Background: an optimization exercise with open tools, aiming at small area, a short achievable clock period and few clock cycles per item. Do not read the settings as production practice.
In this exercise RTL edits were held to simulation tests only and were not proved equivalent to the original.

$ cat design/flow/config.mk
export PLATFORM = sky130hd
export DESIGN_NAME = biquad_cascade
export DESIGN_NICKNAME = biquad_cascade
export VERILOG_FILES = /design/flow/design.v
export SDC_FILE = /design/flow/constraint.sdc
export NUM_CORES = 4
export LEC_CHECK = 0
export CAP_MARGIN = 20
export CORE_MARGIN = 2
export CORE_UTILIZATION = 40
export SLEW_MARGIN = 20
$ cat design/flow/run.sh
#!/bin/bash
# synth_recipe.tcl (not shown) runs the flow's synth.tcl, then flattens the netlist and writes it again
# the make line also repeats each setting of config.mk as NAME=value (left out here)
make -C /OpenROAD-flow-scripts/flow DESIGN_CONFIG=/design/flow/config.mk WORK_HOME=/design/flow/orfs CLKGATE_MAP_FILE= SYNTH_SCRIPT=/design/flow/synth_recipe.tcl finish
$ cat design/flow/constraint.sdc
create_clock -name core_clock -period 16.0 [get_ports {clk}]
set_input_delay 3.2000 -clock core_clock [delete_from_list [all_inputs] [get_ports {clk}]]
set_output_delay 3.2000 -clock core_clock [all_outputs]
set_load 0.01 [all_outputs]
$ cat design/flow/design.v
module biquad_cascade (
    input  wire               clk,
    input  wire               rst,         
    input  wire               coef_we,
    input  wire signed [15:0] coef_b0,
    input  wire signed [15:0] coef_b1,
    input  wire signed [15:0] coef_b2,
    input  wire signed [15:0] coef_a1,
    input  wire signed [15:0] coef_a2,
    input  wire        [2:0]  coef_nst,    
    input  wire               in_valid,
    output wire               in_ready,
    input  wire signed [15:0] in_data,
    output reg                out_valid,
    output reg  signed [15:0] out_data
);
    reg signed [15:0] b0, b1, b2, a1, a2;
    reg        [2:0]  nst;
    reg signed [15:0] x1 [0:3];
    reg signed [15:0] x2 [0:3];
    reg signed [15:0] y1 [0:3];
    reg signed [15:0] y2 [0:3];
    reg               busy;
    reg        [1:0]  k;       
    reg signed [15:0] cur;     
    assign in_ready = !busy;
    wire signed [31:0] p0 = b0 * cur;
    wire signed [31:0] p1 = b1 * x1[k];
    wire signed [31:0] p2 = b2 * x2[k];
    wire signed [31:0] p3 = a1 * y1[k];
    wire signed [31:0] p4 = a2 * y2[k];
    wire signed [34:0] acc = {{3{p0[31]}}, p0} + {{3{p1[31]}}, p1} + {{3{p2[31]}}, p2}
                           - {{3{p3[31]}}, p3} - {{3{p4[31]}}, p4};
    wire signed [34:0] rnd = acc + 35'sd8192;
    wire signed [20:0] shf = rnd[34:14];
    reg signed [15:0] y;
    always @(*) begin
        if (shf > 21'sd32767)
            y = 16'sh7fff;
        else if (shf < -21'sd32768)
            y = 16'sh8000;
        else
            y = shf[15:0];
    end
    integer i;
    always @(posedge clk) begin
        if (rst) begin
            b0 <= 16'sd0; b1 <= 16'sd0; b2 <= 16'sd0; a1 <= 16'sd0; a2 <= 16'sd0;
            nst <= 3'd0;
            for (i = 0; i < 4; i = i + 1) begin
                x1[i] <= 16'sd0; x2[i] <= 16'sd0; y1[i] <= 16'sd0; y2[i] <= 16'sd0;
            end
            busy      <= 1'b0;
            k         <= 2'd0;
            cur       <= 16'sd0;
            out_valid <= 1'b0;
            out_data  <= 16'sd0;
        end else begin
            out_valid <= 1'b0;
            if (!busy) begin
                if (coef_we) begin
                    b0 <= coef_b0; b1 <= coef_b1; b2 <= coef_b2;
                    a1 <= coef_a1; a2 <= coef_a2;
                    nst <= (coef_nst > 3'd4) ? 3'd4 : coef_nst;
                    for (i = 0; i < 4; i = i + 1) begin
                        x1[i] <= 16'sd0; x2[i] <= 16'sd0; y1[i] <= 16'sd0; y2[i] <= 16'sd0;
                    end
                end else if (in_valid) begin
                    if (nst == 3'd0) begin
                        out_data  <= in_data;
                        out_valid <= 1'b1;
                    end else begin
                        cur  <= in_data;
                        k    <= 2'd0;
                        busy <= 1'b1;
                    end
                end
            end else begin
                x2[k] <= x1[k];
                x1[k] <= cur;
                y2[k] <= y1[k];
                y1[k] <= y;
                cur   <= y;
                if ({1'b0, k} == nst - 3'd1) begin
                    out_data  <= y;
                    out_valid <= 1'b1;
                    busy      <= 1'b0;
                end else begin
                    k <= k + 2'd1;
                end
            end
        end
    end
endmodule
==> run summary <==
Total Neg Setup Slack 0 ns; Slowest-stage cell, CP mux4_1; Post-DRT Antenna Nets 0; syn_area_per_cell between 10 and 15 um2; CP Max Fanout 18; Area contributors post-synth fa_1, edfxtp_1, inv_1; most frequent CP cell fa_1; CTS tree yes; Std-Cell Rows 149; clk root buf clkbuf_16; Worst setup EP type flop; H-tree levels 2; critical path type reg2reg; Syn-to-layout area delta 7.46%; DRC 0; total die area 170000 um2; max-slew violations 0; critical path's largest stage delay 0.75 ns; measured slew at the worst slew-check pin 1.23 ns; PortBufs 120; R2R Path End y1[2][9]$_SDFFCE_PN0P_; Clk Latency, worst-skew pair 0.61 ns; Post-Syn Nets 8591; ys flop type edfxtp_1; crit share post-route 96.4%; crit path time final 15.43 ns; Final setup viols 0; clk_skew 0.0315 ns; Critical Path Start Type flop; ys async rst share 0%; worst min path class reg2reg; DPL Wire Length about 150 mm; synthesized area 66600 um2; chip width 412 um; layout cell share with drive strength beyond 1 4.23%; worst hold stages 2; relative slew slack around 18%; via count 44500; DRT iter0 DRCs 3494; first-pass GRT wire length 293 mm; Initial Util 40.3%; status no timing/DRC/antenna violations; die height 412 um; min-delay src b0[6]$_SDFFE_PP0P_; largest net degree at the start of global routing 121; Vias/cell 5.12; post-synth top area cell fa_1; post-synthesis sequential area ratio 15.2%; deepest clock path buffer count 3; final hold vios 0; EDFF count, synth 256; Core Region 165000 um2; GRT overflow 0; Worst R2R Path Depth 49; Worst Hold Path EP b0[6]$_SDFFE_PP0P_; Distinct cells, synth 70; final RePlAce weighted congestion 0.912; CTS clock-pin slew for the worst setup and hold paths 0.06 ns; drt total wl ~190 mm; Routed WL per cell 21.4 um; Arrival @ worst endpoint 15.75 ns; CP required 16.33 ns; CTS Buf Count between 40 and 50; Synth warnings 1; clk sinks 377; Yosys reg bits 377; vias in the first global route 49100; GRT Util Overall 22.6%; max frequency 64.8 MHz; share of the synthesized area in the top cell type 47.8%; Net count, final roughly 8500; r2r setup slk 0.57 ns; DRT Pass-1 Iters 5; post-synthesis cell count 6552; Finished Core Util 43.3%; max cap viols 0; initial antenna violation count 7; Ports 121
-- through the flow --
stage,hold slack [ns],instances,setup WS [ns],cell area [um2]
4_1_cts,0.459,8655,0.141,71100
2_1_floorplan,0.432,6552,1.03,66600
3_5_place_dp,0.451,8580,0.240,69700
3_3_place_gp,0.444,8580,0.333,69700
5_1_grt,0.473,8694,-0.0165,71500
6_report,0.456,8698,0.573,71600
-- critical path: cells and delay by family (launching register included) --
| kind | cells | cell delay (ns) |
|---|---|---|
| fa+ha+maj | 18 | 8.56 |
| buf+inv | 10 | 0.81 |
| compound gates | 13 | 3.23 |
| simple gates | 6 | 0.96 |
| mux | 1 | 0.75 |
| flops | 1 | 0.53 |
| xor+xnor | 1 | 0.30 |
-- state kept, by name, indices dropped and copies added (netlist names), 64 cells and up, named ones only --
register	cells
x2	64
y1	64
x1	64
y2	64
-- cells in the mapped netlist, types with 3 or more instances --
cell      count
o21a_1       10
buf_1        24
a21oi_2       4
a21boi_0      4
and4_1        7
mux2i_1       3
nand4_1       7
nand2_1     960
dfxtp_1     121
xnor2_1      57
xor2_1       29
a21o_1       29
o211ai_1      8
ha_1        347
or2_2         3
clkbuf_2      5
and2_1      440
a21oi_4       8
nand3_1      20
inv_1      1592
a31oi_1      12
a22oi_1      15
clkbuf_1    306
mux2_2        3
nor2b_1       8
edfxtp_1    256
nor3_1        6
o22ai_1      15
o21ai_0      24
buf_2         3
o21ai_1      14
a211oi_1      6
o21ai_2       4
nand3b_1      3
a21oi_1     128
nor2_1      148
mux4_2       61
and3_1      191
buf_6         3
o21bai_1      5
fa_1       1589
nand2b_1     41
-- cell usage in the layout (no fill, tap or decap), types with 119 or more instances in the layout --
| cell type | Yosys | layout |
|---|---|---|
| fa_1 | 1589 | 1589 |
| and3_1 | 191 | 191 |
| clkdlybuf4s50_1 | 0 | 119 |
| nand2_1 | 960 | 955 |
| nor2_1 | 148 | 146 |
| a21oi_1 | 128 | 128 |
| inv_1 | 1592 | 1591 |
| edfxtp_1 | 256 | 256 |
| ha_1 | 347 | 347 |
| and2_1 | 440 | 440 |
-- worst max path at each step --
stage                     from                      end  slack [ns]
after floorplan           flop  y1[0][10]$_SDFFCE_PN0P_        1.03
after CTS                 flop   y1[0][0]$_SDFFCE_PN0P_        0.14
after global placement    flop   y1[1][0]$_SDFFCE_PN0P_        0.33
after detailed placement  flop   y1[2][0]$_SDFFCE_PN0P_        0.24
after global routing      flop   y1[2][9]$_SDFFCE_PN0P_       -0.02
final                     flop   y1[2][9]$_SDFFCE_PN0P_        0.57
-- timing repair --
action | 4_1_cts | 5_1_grt
setup buffers | 0 | 37
gates resized for setup | 0 | 10
hold buffers | 0 | 0
endpoints found under the setup margin | 0 | 90
-- kinds of logic after synthesis --
logic type	share of synthesized area (%)
adder cells (fa/ha/maj)	54.3
buffers and inverters	11.0
AND/OR/NAND/NOR	13.2
flip-flops	15.2
AO/OA/AOI/OAI	3.08
XOR/XNOR	1.16
multiplexers	2.16
other	0.00563
-- area by class of cell --
| type | instances | area [um2] |
|---|---|---|
| multi-input cells | 4243 | 49400 |
| well taps | 2189 | 2740 |
| diodes | 4 | 10.0 |
| fillers | 16000 | 93600 |
| clock buffers | 58 | 1220 |
| repair buffers | 218 | 1990 |
| inverters | 1592 | 5980 |
| flip-flops and latches | 377 | 10100 |
| clock inverters | 17 | 144 |
-- routing by layer --
layer	wire length, um	track usage, %	vias up
met5	13	0	-
li1	-	-	19100
met2	86300	36.5	1603
met4	4530	4.90	2
met1	80900	32.3	23500
met3	14400	3.55	270
Testbench counts, summed over its fixed seeds: cycles 22,720, samples 6,144.

afterwards: timing with drivers on the ports:
Ports are ideal in the flow. The routed layout listed here was re-timed in OpenROAD. Step 1 assumes that a clkbuf_16 drives the clock port and a buf_2 every other input. Step 2 also shifts input and output timing later by t, the mid clock arrival at the registers, as if the neighbouring blocks saw the same clock. a / b / c = no drivers / after step 1 / after step 2; a / b = the first two.
shift t [ns]: 0.657
setup WS [ns]: 0.573 / 0.573 / 0.573
hold slack, ns: 0.456 / 0.456 / 0.456
latest minus earliest clock arrival (ns): 0.036 / 0.036
After both steps setup and hold are still met in this run. For this run, drivers alone change the setup slack by 0.000 ns; drivers and shift together by 0.000 ns.
